What follows belongs to an exercise in optimizing a design on an open flow for small area; a production flow would make more cautious choices.
In this exercise RTL edits were held to simulation tests only and were not proved equivalent to the original.
The flow treats the clock pin as an ideal source, which a real chip does not have.
Power figures rest on the tool's default switching activity, not on a simulated workload.

<file path="flow/config.mk">
export PLATFORM = sky130hd
export DESIGN_NAME = a362m
export DESIGN_NICKNAME = a362m
export VERILOG_FILES = /design/flow/design.v
export SDC_FILE = /design/flow/constraint.sdc
export NUM_CORES = 4
export LEC_CHECK = 0
export CAP_MARGIN = 20
export CORE_MARGIN = 2
export CORE_UTILIZATION = 60
export PLACE_DENSITY = 0.75
export SLEW_MARGIN = 20
export SYNTH_HIERARCHICAL = 1
</file>
<file path="flow/constraint.sdc">
create_clock -name core_clock -period 7.0 [get_ports {clk}]
set_input_delay 1.4000 -clock core_clock [delete_from_list [all_inputs] [get_ports {clk}]]
set_output_delay 1.4000 -clock core_clock [all_outputs]
set_load 0.01 [all_outputs]
</file>
<file path="flow/design.v">
module a362m (
    input  wire        clk,
    input  wire        rst_n,
    input  wire        cmd_valid,
    input  wire [39:0] cmd_word,
    output wire        cmd_ready,
    output reg         done_valid,
    output wire [2:0]  done_status,
    output reg  [15:0] rd,
    output reg  [15:0] fx,
    output reg  [15:0] fy,
    output reg  [15:0] fz,
    output reg  [15:0] ft,
    output reg  [63:0] burst_buf,
    output reg  [3:0]  bufn,
    output reg  [7:0]  want,
    output reg  [7:0]  echo,
    output reg  [2:0]  status,
    output reg  [3:0]  err,
    output wire        busy,
    output wire        cs_open,
    output wire        tx_valid,
    output wire [7:0]  tx_byte,
    input  wire        rx_valid,
    input  wire [7:0]  rx_byte,
    input  wire        bus_fail
);
    localparam [4:0] OP_RD1    = 5'h01, OP_WR1   = 5'h02, OP_RD2    = 5'h03,
                     OP_WR2    = 5'h04, OP_RDB   = 5'h05, OP_DEC    = 5'h08,
                     OP_RDS8   = 5'h09, OP_RDS12 = 5'h0A, OP_RDXYZT = 5'h0B,
                     OP_WRC    = 5'h10, OP_SETB  = 5'h11, OP_SETF   = 5'h12,
                     OP_RDF    = 5'h13, OP_MEASON= 5'h14, OP_SRESET = 5'h15,
                     OP_CFGACT = 5'h18, OP_CFGINACT = 5'h19;
    localparam [2:0] ST_OK = 3'd0, ST_TF = 3'd1, ST_VM = 3'd2, ST_IF = 3'd3,
                     ST_IC = 3'd4;
    localparam [1:0] S_IDLE = 2'd0, S_XFER = 2'd1, S_GAP = 2'd2, S_LOOP = 2'd3;
    localparam [2:0] T_RDT  = 3'b000,    
                     T_THR  = 3'b001,    
                     T_VFY  = 3'b010,    
                     T_TIME = 3'b011,    
                     T_DATA = 3'b100,    
                     T_WR   = 3'b101,    
                     T_RDFP = 3'b110;    
    reg [1:0]  state;
    reg [2:0]  step;
    reg [3:0]  bidx;         
    reg [4:0]  op;
    reg [7:0]  b [0:7];
    wire [39:0] c   = cmd_word;
    wire [4:0]  cop = c[39:35];
    wire z0  = (c[7:0]   == 8'd0);
    wire z1  = (c[15:8]  == 8'd0);
    wire z2  = (c[23:16] == 8'd0);
    wire z3  = (c[31:24] == 8'd0);
    wire z72 = (c[7:2]   == 6'd0);
    wire r3  = (c[34:32] == 3'd0);
    wire r2  = (c[33:32] == 2'd0);
    reg c_legal;
    always @(*) begin
        case (cop)
            OP_RD1, OP_RD2:     c_legal = r3 & z0 & z1 & z2;
            OP_WR1, OP_RDB,
            OP_WRC:             c_legal = r3 & z1 & z2;
            OP_WR2:             c_legal = r3 & z2;
            OP_DEC:             c_legal = r2 & z2 & z3;
            OP_RDS8:            c_legal = r3 & z72 & z1 & z2 & z3;
            OP_RDS12:           c_legal = r2 & z72 & z1 & z2 & z3;
            OP_RDXYZT:          c_legal = r2 & z0 & z1 & z2 & z3;
            OP_SETB, OP_RDF:    c_legal = r3 & z0 & z1;
            OP_SETF:            c_legal = r3 & z1;
            OP_MEASON,
            OP_SRESET:          c_legal = r3 & z0 & z1 & z2 & z3;
            OP_CFGACT,
            OP_CFGINACT:        c_legal = ~c[34] & ~c[32];
            default:            c_legal = 1'b0;
        endcase
    end
    wire c_ctrl_bad = !((c[31:28] == 4'h2) && (c[27:24] != 4'hF));
    reg c_inval;
    always @(*) begin
        case (cop)
            OP_RDB:      c_inval = z0 | (c[7:3] != 5'd0 && c[7:0] != 8'd8);
            OP_RDS8:     c_inval = (c[1:0] == 2'd3);
            OP_WRC, OP_SETB:
                         c_inval = c_ctrl_bad;
            OP_SETF, OP_RDF:
                         c_inval = c_ctrl_bad | z2;
            OP_CFGACT:   c_inval = (c[31:27] != 5'd0) | ~z1;
            OP_CFGINACT: c_inval = (c[31:27] != 5'd0);
            default:     c_inval = 1'b0;
        endcase
    end
    wire c_dec  = (cop == OP_DEC);
    wire c_setb = (cop == OP_SETB);
    wire c_loop = (cop == OP_SETF) | (cop == OP_RDF);
    reg [2:0] c_step;
    always @(*) begin
        case (cop)
            OP_CFGACT, OP_CFGINACT:       c_step = T_THR;
            OP_SETB, OP_SETF, OP_MEASON:  c_step = T_RDT;
            OP_WR1, OP_WR2, OP_WRC,
            OP_SRESET:                    c_step = T_WR;
            default:                      c_step = T_DATA;
        endcase
    end
    wire [7:0] c_b0 = c[7:0] | (c_setb ? c[23:16] : 8'h00) |
                      ((cop == OP_MEASON) ? 8'h02 : 8'h00) |
                      ((cop == OP_SRESET) ? 8'h52 : 8'h00);
    reg [7:0] c_addr;
    always @(*) begin
        case (cop)
            OP_RDS8:   c_addr = {6'b000010, c[1:0]};
            OP_RDS12:  c_addr = {3'b000, c[1:0] != 2'd0, c[1:0] == 2'd0,    
                                  c[1] ~^ c[0], ~c[0], 1'b0};
            OP_RDXYZT: c_addr = 8'h0E;
            OP_MEASON: c_addr = 8'h2D;
            OP_SRESET: c_addr = 8'h1F;
            default:   c_addr = 8'h00;
        endcase
    end
    wire [7:0] c_b1 = {c[15:12] & {4{c[34] | ~c_dec}}, c[11:8]};
    wire flag    = b[7][3];
    wire o_cfg   = (op[4:1] == 4'b1100);
    wire o_act   = o_cfg & ~op[0];
    wire o_setf  = (op == OP_SETF);
    wire o_rdf   = (op == OP_RDF);
    wire o_rdb   = (op == OP_RDB);
    wire o_xyzt  = (op == OP_RDXYZT);
    wire o_rds12 = (op == OP_RDS12);
    wire o_wr2   = (op == OP_WR2);
    wire o_rd2   = (op == OP_RD2);
    wire wr_frame = step[0];
    wire off1     = (step == T_VFY);
    wire s2       = (step == T_RDT);
    reg [7:0] f_addr;
    always @(*) begin
        case (step)
            T_THR:   f_addr = o_act ? 8'h20 : 8'h23;
            T_TIME:  f_addr = o_act ? 8'h22 : 8'h25;
            T_VFY:   f_addr = 8'h27;
            default: f_addr = o_cfg ? 8'h27 : b[3];
        endcase
    end
    reg [2:0] f_lastj;
    always @(*) begin
        if (step == T_THR || (step == T_TIME && !o_act) ||
            (step == T_WR && o_wr2) ||
            (step == T_DATA && (o_rd2 || o_rds12)))
            f_lastj = 3'd1;
        else if (step == T_DATA && o_xyzt) f_lastj = 3'd7;
        else f_lastj = 3'd0;
    end
    wire [7:0] p0 = (step == T_THR) ? b[2] : b[0];
    wire [7:0] p1 = (step == T_THR) ? b[3] : b[1];
    wire hdr = bidx[3];
    assign tx_byte = hdr ? (bidx[0] ? f_addr : {7'b0000101, ~wr_frame}) :
                     !wr_frame ? 8'h00 : (bidx[0] ? p1 : p0);
    assign tx_valid    = (state == S_XFER);
    assign cs_open     = tx_valid;
    assign cmd_ready   = (state == S_IDLE);
    assign busy        = !cmd_ready;
    assign done_status = status;
    wire [3:0] bidx_inc = bidx + 4'd1;
    wire last = !hdr && ((step == T_DATA && o_rdb) ? (bidx_inc[2:0] == b[7][2:0])
                                                 : (bidx[2:0] == f_lastj));
    wire hmask = bidx[0] & ~flag & (o_rds12 | o_xyzt);
    wire [7:0] rx_eff = {rx_byte[7:4] & {4{~hmask}}, rx_byte[3:0]} &
                        (o_rdf ? b[2] : 8'hFF);
    wire [2:0] wj = {bidx[2:1], bidx[0] | off1};   
    wire al = b[1][0];
    wire aligning = !al & b[2][0];
    wire thermo_bad = |(b[2][7:1] & ~b[2][6:0]);
    wire val_bad = o_setf & |(b[0] & ~b[2]);
    wire rot0 = o_setf ? (al | b[2][0]) : (!al & !b[2][0]);
    wire need_vfy = o_cfg | ((op == OP_WRC || op == OP_SETB || o_setf) && b[3] == 8'h27);
    wire [7:0] rx_b0 = (rx_eff & ~(b[2] & {8{s2 & ~o_cfg}})) |
                       (b[0] & {8{s2 & ~o_cfg}}) |
                       ((s2 & o_cfg) ? (op[0] ? (flag ? 8'h0C : 8'h04)
                                               : (flag ? 8'h03 : 8'h01)) : 8'h00);
    wire accept   = (state == S_IDLE) & cmd_valid;
    wire in_gap   = (state == S_GAP);
    wire in_loop  = (state == S_LOOP);
    wire loop_end = in_loop & bidx[3];
    wire commit   = (in_gap & (step == T_DATA) & ~o_rdf) | (loop_end & (step == T_RDFP));
    wire vfy_end  = in_gap & (step == T_VFY);
    wire wr_end   = in_gap & (step == T_WR) & ~need_vfy;
    wire chk_fail = in_loop & ~bidx[3] & aligning & (thermo_bad | val_bad);
    wire tf       = tx_valid & bus_fail;
    wire vm       = vfy_end & (b[0] != b[1]);
    wire fin_ic = accept & ~c_legal;
    wire fin_if = (accept & c_legal & c_inval) | chk_fail;
    wire fin    = fin_ic | fin_if | tf | commit | vfy_end | wr_end;
    wire [2:0] code = {fin_ic, fin_if | vm, fin_if | tf};
    wire en_rd   = commit & ~o_xyzt & ~o_rdb;
    wire rd_hi   = o_rd2 | o_rds12 | (op == OP_DEC);
    wire en_xyzt = commit & o_xyzt;
    wire en_rdb  = commit & o_rdb;
    wire k_rd    = rst_n & en_rd;
    wire k_rdh   = rst_n & en_rd & rd_hi;
    wire h_rd    = rst_n & ~en_rd;
    wire k_xyzt  = rst_n & en_xyzt;
    wire h_xyzt  = rst_n & ~en_xyzt;
    wire k_vfy   = rst_n & vfy_end;
    wire h_vfy   = rst_n & ~vfy_end;
    wire k_fin   = rst_n & fin;
    wire h_fin   = rst_n & ~fin;
    wire k_bn    = rst_n & en_rdb;
    wire h_bn    = rst_n & ~en_rdb;
    wire [15:0] n_rd, n_fx, n_fy, n_fz, n_ft;
    wire [7:0]  n_want, n_echo;
    wire [3:0]  n_bufn;
    wire [2:0]  n_status;
    a362m_hold #(8)  u_rdl (.s(b[0]), .q(rd[7:0]),  .k(k_rd),  .h(h_rd), .d(n_rd[7:0]));
    a362m_hold #(8)  u_rdh (.s(b[1]), .q(rd[15:8]), .k(k_rdh), .h(h_rd), .d(n_rd[15:8]));
    a362m_hold #(64) u_f   (.s({b[7], b[6], b[5], b[4], b[3], b[2], b[1], b[0]}),
                            .q({ft, fz, fy, fx}), .k(k_xyzt), .h(h_xyzt),
                            .d({n_ft, n_fz, n_fy, n_fx}));
    a362m_hold #(16) u_we  (.s({b[1], b[0]}), .q({echo, want}), .k(k_vfy), .h(h_vfy),
                            .d({n_echo, n_want}));
    a362m_hold #(4)  u_bn  (.s(bidx), .q(bufn), .k(k_bn), .h(h_bn), .d(n_bufn));
    a362m_hold #(3)  u_st  (.s(code), .q(status), .k(k_fin), .h(h_fin), .d(n_status));
    always @(posedge clk) begin
        rd   <= n_rd;
        fx   <= n_fx;
        fy   <= n_fy;
        fz   <= n_fz;
        ft   <= n_ft;
        want <= n_want;
        echo <= n_echo;
        bufn <= n_bufn;
        status <= n_status;
        err[0] <= rst_n & (err[0] | tf);
        err[1] <= rst_n & (err[1] | vm);
        err[2] <= rst_n & (err[2] | fin_if);
        err[3] <= rst_n & (err[3] | fin_ic);
        done_valid <= rst_n & fin;
    end
    genvar gi;
    generate
        for (gi = 0; gi < 8; gi = gi + 1) begin : g_burst
            wire en_i = en_rdb & (gi < bidx);
            wire k_i  = rst_n & en_i;
            wire h_i  = rst_n & ~en_i;
            wire [7:0] n_i;
            a362m_hold #(8) u_bb (.s(b[gi]), .q(burst_buf[8*gi +: 8]), .k(k_i), .h(h_i), .d(n_i));
            always @(posedge clk) burst_buf[8*gi +: 8] <= n_i;
        end
    endgenerate
    always @(posedge clk) begin
        if (!rst_n) begin
            state <= S_IDLE;
        end else begin
            case (state)
                S_IDLE:
                    if (cmd_valid && c_legal && !c_inval)
                        state <= c_dec ? S_GAP : c_loop ? S_LOOP : S_XFER;
                S_XFER:
                    if (bus_fail) state <= S_IDLE;
                    else if (rx_valid && last) state <= S_GAP;
                S_LOOP:
                    if (!bidx[3]) begin
                        if (aligning && (thermo_bad || val_bad)) state <= S_IDLE;
                    end else if (step == T_RDFP) begin
                        state <= S_IDLE;
                    end else begin
                        state <= S_XFER;
                    end
                S_GAP:
                    case (step)
                        T_WR:    state <= need_vfy ? S_XFER : S_IDLE;
                        T_VFY:   state <= S_IDLE;
                        T_DATA, T_RDFP, 3'b111:
                                 state <= o_rdf ? S_LOOP : S_IDLE;
                        default: state <= S_XFER;
                    endcase
            endcase
        end
    end
    always @(posedge clk) begin
        case (state)
            S_IDLE: if (cmd_valid) begin
                op    <= cop;
                b[0]  <= c_b0;
                b[1]  <= c_b1;
                b[2]  <= c[23:16];
                b[3]  <= c[31:24] | c_addr;
                b[7][3:0] <= {(cop[4:1] == 4'b1100) ? c[33] : c[34], c[2:0]};
                step  <= c_step;
                bidx  <= c_loop ? 4'd0 : 4'd14;
            end
            S_XFER: begin
                if (!bus_fail && rx_valid) begin
                    if (!hdr && !wr_frame) begin
                        if (wj == 3'd0) b[0] <= rx_b0;
                        else b[wj] <= rx_eff;
                    end
                    bidx <= bidx_inc;
                end
            end
            S_LOOP: begin
                if (!bidx[3]) begin
                    b[2] <= {b[2][0], b[2][7:1]};
                    if (rot0) b[0] <= {b[0][0], b[0][7:1]};
                    if (aligning) b[1][0] <= 1'b1;
                    bidx <= bidx_inc;
                end else begin
                    bidx <= 4'd14;
                end
            end
            S_GAP: begin
                bidx <= 4'd14;
                case (step)
                    T_THR:  step <= T_TIME;
                    T_TIME: step <= T_RDT;
                    T_RDT:  step <= T_WR;
                    T_WR:   step <= T_VFY;
                    T_VFY:  ;
                    default: begin
                        step <= T_RDFP;
                        bidx <= 4'd0;
                        b[1][0] <= 1'b0;
                    end
                endcase
            end
        endcase
    end
endmodule
module a362m_hold #(parameter W = 8) (
    input  wire [W-1:0] s,
    input  wire [W-1:0] q,
    input  wire         k,
    input  wire         h,
    output wire [W-1:0] d
);
    assign d = (s & {W{k}}) | (q & {W{h}});
endmodule
</file>
<file path="flow/flow/run.sh">
#!/bin/bash
# The standard flow (standard.sh) with these changes:
#  - synthesis: the standard flow's own synthesis script (synth_recipe.tcl), except that
#    ABC maps the logic with an area-oriented script (flow/area.abc, hooked
#    in by flow/abc_override.tcl); the registers are not touched
#  - input and output port buffers: sky130_fd_sc_hd__buf_1
#  - clock tree: clkbuf_4 buffers, no dummy loads
#  - after CTS and again after global routing: non-critical cells downsized,
#    then slew/capacitance repair (flow/post_cts.tcl, flow/post_grt.tcl)
# Each tool's output is logged by ORFS under orfs/logs; make's is in
# standard.log.
set -euo pipefail
HERE=$PWD
{
  printf 'set ::env(MY_ABC_SCRIPT) {%s}\n' "$HERE/flow/area.abc"
  cat flow/abc_override.tcl
  cat synth_recipe.tcl
} > synth_area.tcl
sed "s#SYNTH_SCRIPT=[^ ]*#SYNTH_SCRIPT=$HERE/synth_area.tcl#" standard.sh > standard_area.sh
grep -q "SYNTH_SCRIPT=$HERE/synth_area.tcl" standard_area.sh
export BUFFER_PORTS_ARGS="-buffer_cell sky130_fd_sc_hd__buf_1"
export CTS_ARGS="-sink_clustering_enable -repair_clock_nets -dont_use_dummy_load -buf_list sky130_fd_sc_hd__clkbuf_4 -sink_clustering_size 10 -sink_clustering_max_diameter 45"
export POST_CTS_TCL="$HERE/flow/post_cts.tcl"
export POST_GLOBAL_ROUTE_TCL="$HERE/flow/post_grt.tcl"
bash standard_area.sh > standard.log 2>&1
</file>
<file path="flow/flow/abc_override.tcl">
# ABC maps the logic between the registers with flow/area.abc, an
# area-oriented script, in place of ORFS's speed script; every other
# argument of the call is kept.
proc abc {args} {
  set i [lsearch -exact $args -script]
  if {$i >= 0} {
    set args [lreplace $args [expr {$i + 1}] [expr {$i + 1}] $::env(MY_ABC_SCRIPT)]
  }
  yosys abc {*}$args
}
</file>
<file path="flow/flow/area.abc">
strash
&get -n
&fraig -x
&put
scorr
dc2
strash
dch -f
map -a
&get -n
&st
&syn2
&dch -f
&nf -a -R 1000
&put
</file>
<file path="flow/flow/post_cts.tcl">
# After CTS: downsize cells off the critical paths, then repair any slew or
# capacitance limits that broke, and legalize the placement again.
estimate_parasitics -placement
repair_timing -recover_power 100 -verbose
repair_design -slew_margin 20 -cap_margin 20 -verbose
detailed_placement
check_placement -verbose
</file>
<file path="flow/flow/post_grt.tcl">
# After global routing: downsize cells off the critical paths once more, now
# with global-route parasitics, repair any slew or capacitance limit that
# broke, legalize, and reroute the nets that changed.
estimate_parasitics -global_routing
global_route -start_incremental
repair_timing -recover_power 100 -verbose
repair_design -slew_margin 20 -cap_margin 20 -verbose
detailed_placement
check_placement -verbose
global_route -end_incremental
estimate_parasitics -global_routing
</file>
<file path="flow/standard.sh">
#!/bin/bash
# synth_recipe.tcl (not shown) runs the flow's synth.tcl, then flattens the netlist and writes it again
# the make line also repeats each setting of config.mk as NAME=value (left out here)
make -C /OpenROAD-flow-scripts/flow DESIGN_CONFIG=/design/flow/config.mk WORK_HOME=/design/flow/orfs CLKGATE_MAP_FILE= SYNTH_SCRIPT=/design/flow/synth_recipe.tcl "${@:-finish}"
</file>
==> flow_summary_export.csv <==
group,metric,value,unit
timing,finalCriticalPeriod,4390,ps
global_route,first_global_vias,8525,
drt,routedWlPerCell,23.4,µm
synthesis,synth_ff_type,"sky130_fd_sc_hd__dfxtp_1",
timing,finalSetupViolCount,0,
timing,final_hold_viol_count,0,
placed_design,numPortBuffers,239,
synthesis,synth_cells,891,
drt,drt-initial-drc-count,1062,
critical_path,worst-endpoint-required,5600,ps
timing,final-max-slew-violation-count,0,
timing,post-route-period-util,62.8,%
synthesis,synth_async_sr_flop_share,0,%
global_route,grt.overflow.total,0,
critical_path,worst-endpoint-arrival,2990,ps
placed_design,pre_cts_ws,2490,ps
timing,timing.hold.ws,469,ps
critical_path,reg2reg_to,"fy[4]$_DFF_P_",
critical_path,rrSetupSlack,3230,ps
cells_and_area,drive_above_1_share,4.27,%
power,vdd_ir_drop_max,0.000168,V
critical_path,sort_of_element_at_the_end_of_the_critical_path,"primary output",
critical_path,r2r-start,"op[3]$_DFFE_PP_",
cells_and_area,final_area,11500,µm²
cells_and_area,layout.cells.most_common_list,"237 x sky130_fd_sc_hd__buf_1, 174 x sky130_fd_sc_hd__a22o_1, 174 x sky130_fd_sc_hd__dfxtp_1",
synthesis,synth.lib_cells_used.distinct,54,
drt,detail_route.wirelength,32700,µm
synthesis,sequential_area_share_after_synthesis,57.5,%
drt,num_vias,9180,
placed_design,gp_congestion,0.962,
timing,final.setup.tns,0,ps
timing,timing.slew.headroom,32.6,%
critical_path,ff2ff_path_depth,8,
status,run_status,"timing/DRC/antenna clean",
die,rows,47,
global_route,grt_antenna_before_repair,1,
placed_design,dpl.hpwl,23800,µm
clock_tree,numClockSinks,250,
cells_and_area,layout_commonest_cell,"sky130_fd_sc_hd__buf_1",
clock_tree,clk_pin_slew,80,ps
global_route,maximum_number_of_pins_on_one_net_before_global_route_repair,54,
synthesis,synth_warnings,7,
die,dieHeight,133,µm
die,die_area,17800,µm²
global_route,gr-usage-all-layers,35.7,%
clock_tree,tritoncts,"yes",
drt,drt.antenna.violating_nets,0,
timing,max_freq,0.228,GHz
drt,post_drt_via_cell_ratio,6.59,
timing,finalClockSkew,95.9,ps
cells_and_area,area_growth_syn_to_layout,14.7,%
drt,dr.pass1.iters,6,
synthesis,synthesis.area,10000,µm²
min_path,worstHoldPathCells,1,
die,io_pins,240,
synthesis,yosys_register_bits,250,
global_route,global_route_wire_length_before_repair,49100,µm
power,powerDensity,209,nW/µm²
min_path,holdPathEnd,"fy[1]$_DFF_P_",
critical_path,worst-path-max-fanout,8,
drt,drc,0,
cells_and_area,fin_nets,1235,
die,fp.coreArea,16500,µm²
critical_path,ws_path_type,"reg -> out",
die,chipWidth,133,µm
run,drv.max_cap_violation_count,0,
clock_tree,clk_latency,640,ps
critical_path,timing.critical_path.from_type,"flip-flop",
synthesis,synth_edf_count,76,
min_path,worstHoldPathType,"reg -> reg",
timing,tightestPinTransition,1010,ps
synthesis,synth_nets,954,
power,power.static_leakage,0.00417,µW
die,starting_density,60.9,%
timing,setup_slack,2610,ps
synthesis,syn-mean-instance-area,11.3,µm²
min_path,holdCritStartpoint,"fy[1]$_DFF_P_",
placed_design,dpl-instance-area,11300,µm²
==> state kept, by name, summed over array words and instances (netlist names) <==
register	flops
err	4
state	2
ft	16
b	64
done_valid	1
fy	16
op	5
echo	8
step	3
fz	16
fx	16
rd	16
bidx	4
bufn	4
want	8
status	3
burst_buf	64
==> metrics by stage <==
| step | total power [µW] | utilization (%) | instances |
|---|---|---|---|
| final | 2400 | 69.9 | 1393 |
| after floorplan | 1670 | - | 891 |
| after detailed placement | 1760 | 68.4 | 1355 |
| after global placement | 1760 | 68.4 | 1355 |
==> cell usage after synthesis (2+ instances only) <==
cell | instances | area, µm²
sky130_fd_sc_hd__o22ai_1 | 6 | 37.5
sky130_fd_sc_hd__mux2i_1 | 4 | 40.0
sky130_fd_sc_hd__nand2b_1 | 10 | 62.6
sky130_fd_sc_hd__xor2_1 | 7 | 61.3
sky130_fd_sc_hd__a41oi_1 | 2 | 17.5
sky130_fd_sc_hd__nor4_1 | 9 | 56.3
sky130_fd_sc_hd__and3_1 | 6 | 37.5
sky130_fd_sc_hd__o21ai_0 | 50 | 250
sky130_fd_sc_hd__a22oi_1 | 10 | 75.1
sky130_fd_sc_hd__o31a_1 | 2 | 17.5
sky130_fd_sc_hd__nand2_1 | 59 | 221
sky130_fd_sc_hd__a211oi_1 | 9 | 67.6
sky130_fd_sc_hd__ha_1 | 10 | 125
sky130_fd_sc_hd__a21oi_1 | 49 | 245
sky130_fd_sc_hd__a2111oi_0 | 3 | 26.3
sky130_fd_sc_hd__clkinv_1 | 37 | 139
sky130_fd_sc_hd__nand4_1 | 3 | 18.8
sky130_fd_sc_hd__buf_4 | 4 | 30.0
sky130_fd_sc_hd__dfxtp_1 | 174 | 3480
sky130_fd_sc_hd__mux4_2 | 8 | 180
sky130_fd_sc_hd__a221oi_1 | 8 | 70.1
sky130_fd_sc_hd__nor2_1 | 67 | 251
sky130_fd_sc_hd__a211o_1 | 2 | 17.5
sky130_fd_sc_hd__nor2b_1 | 14 | 87.6
sky130_fd_sc_hd__a22o_1 | 174 | 1520
sky130_fd_sc_hd__a21o_1 | 7 | 52.6
sky130_fd_sc_hd__nor3b_1 | 3 | 22.5
sky130_fd_sc_hd__nand3_1 | 16 | 80.1
sky130_fd_sc_hd__nand3b_1 | 4 | 30.0
sky130_fd_sc_hd__a32o_1 | 2 | 20.0
sky130_fd_sc_hd__edfxtp_1 | 76 | 2280
sky130_fd_sc_hd__a31oi_1 | 6 | 37.5
sky130_fd_sc_hd__or2_0 | 2 | 12.5
sky130_fd_sc_hd__o31ai_1 | 3 | 22.5
sky130_fd_sc_hd__or3_1 | 3 | 18.8
sky130_fd_sc_hd__xnor2_1 | 4 | 35.0
sky130_fd_sc_hd__nor3_1 | 11 | 55.1
sky130_fd_sc_hd__o211ai_1 | 5 | 37.5
sky130_fd_sc_hd__nor4b_1 | 2 | 17.5
sky130_fd_sc_hd__and2_0 | 6 | 37.5
==> logic make-up (layout without fill, tap and decap cells) <==
logic type	after synthesis	after routing	share of synthesized area (%)
flops	250	250	57.5
mux	13	13	2.31
xor+xnor	11	11	0.960
buf+inv	41	320	1.68
fa+ha+maj	10	10	1.25
simple gates	218	218	10.3
other cells	0	3	0
compound gates	348	348	26.0
==> final cells by class <==
| cell class | count | area, µm² |
|---|---|---|
| inverter | 37 | 139 |
| sequential | 250 | 5770 |
| timing repair buffer | 249 | 947 |
| fill | 1327 | 4960 |
| multi-input combinational | 600 | 4120 |
| clock buffer | 34 | 255 |
| antenna | 3 | 7.51 |
| tap | 220 | 275 |
==> worst max-delay path by stage <==
stage                         to  slack, ps             from  cells after the start
3_5_place_dp   status[1]$_DFF_P_       2490     cmd_word[36]                     14
2_1_floorplan     ft[14]$_DFF_P_       2680            rst_n                      3
3_3_place_gp   status[1]$_DFF_P_       2650     cmd_word[36]                     14
6_report              tx_byte[0]       2610  op[1]$_DFFE_PP_                      6
==> worst max-delay path, cell delays in order (launching register included) <==
cell	delay [ps]
sky130_fd_sc_hd__edfxtp_1	530
sky130_fd_sc_hd__nor4bb_1	870
sky130_fd_sc_hd__and2_0	300
sky130_fd_sc_hd__nand2b_1	180
sky130_fd_sc_hd__nand4b_1	110
sky130_fd_sc_hd__a22o_1	230
sky130_fd_sc_hd__buf_1	150
==> layer usage <==
metal,GRT usage [%],part of all wire [%]
met4,12.9,4.0
met3,7.31,11
met1,50.1,40
met2,55.6,45
met5,0,0
==> where the power goes <==
group	internal [µW]	total, µW	switching, µW
Clock	224	668	444
Sequential	1510	1560	44.4
Combinational	56.6	178	121
Total	1790	2400	609

==> separate check: timing with driven ports <==
No port has a modelled driver above. Below, the same layout with a new extraction and two added sets of constraints. Step 1 sets driving cells, clkbuf_16 on the clock port and buf_2 on the other inputs (assumed; they add their load-dependent delay and slew). Step 2, shift: input delay + t, output delay - t, t = (earliest + latest rising clock arrival at the registers) / 2. This alone moves slack from input paths to output paths. Slacks: no drivers / after step 1 / after step 2; pairs: no drivers / after step 1.
t, ns: 0.638
setup slack, ns: 2.606 / 2.565 / 2.437
pins driven straight from the clock port: 1
After both steps this run still meets setup and hold. For this run, drivers alone change the setup slack by -0.041 ns; drivers and shift together by -0.169 ns.
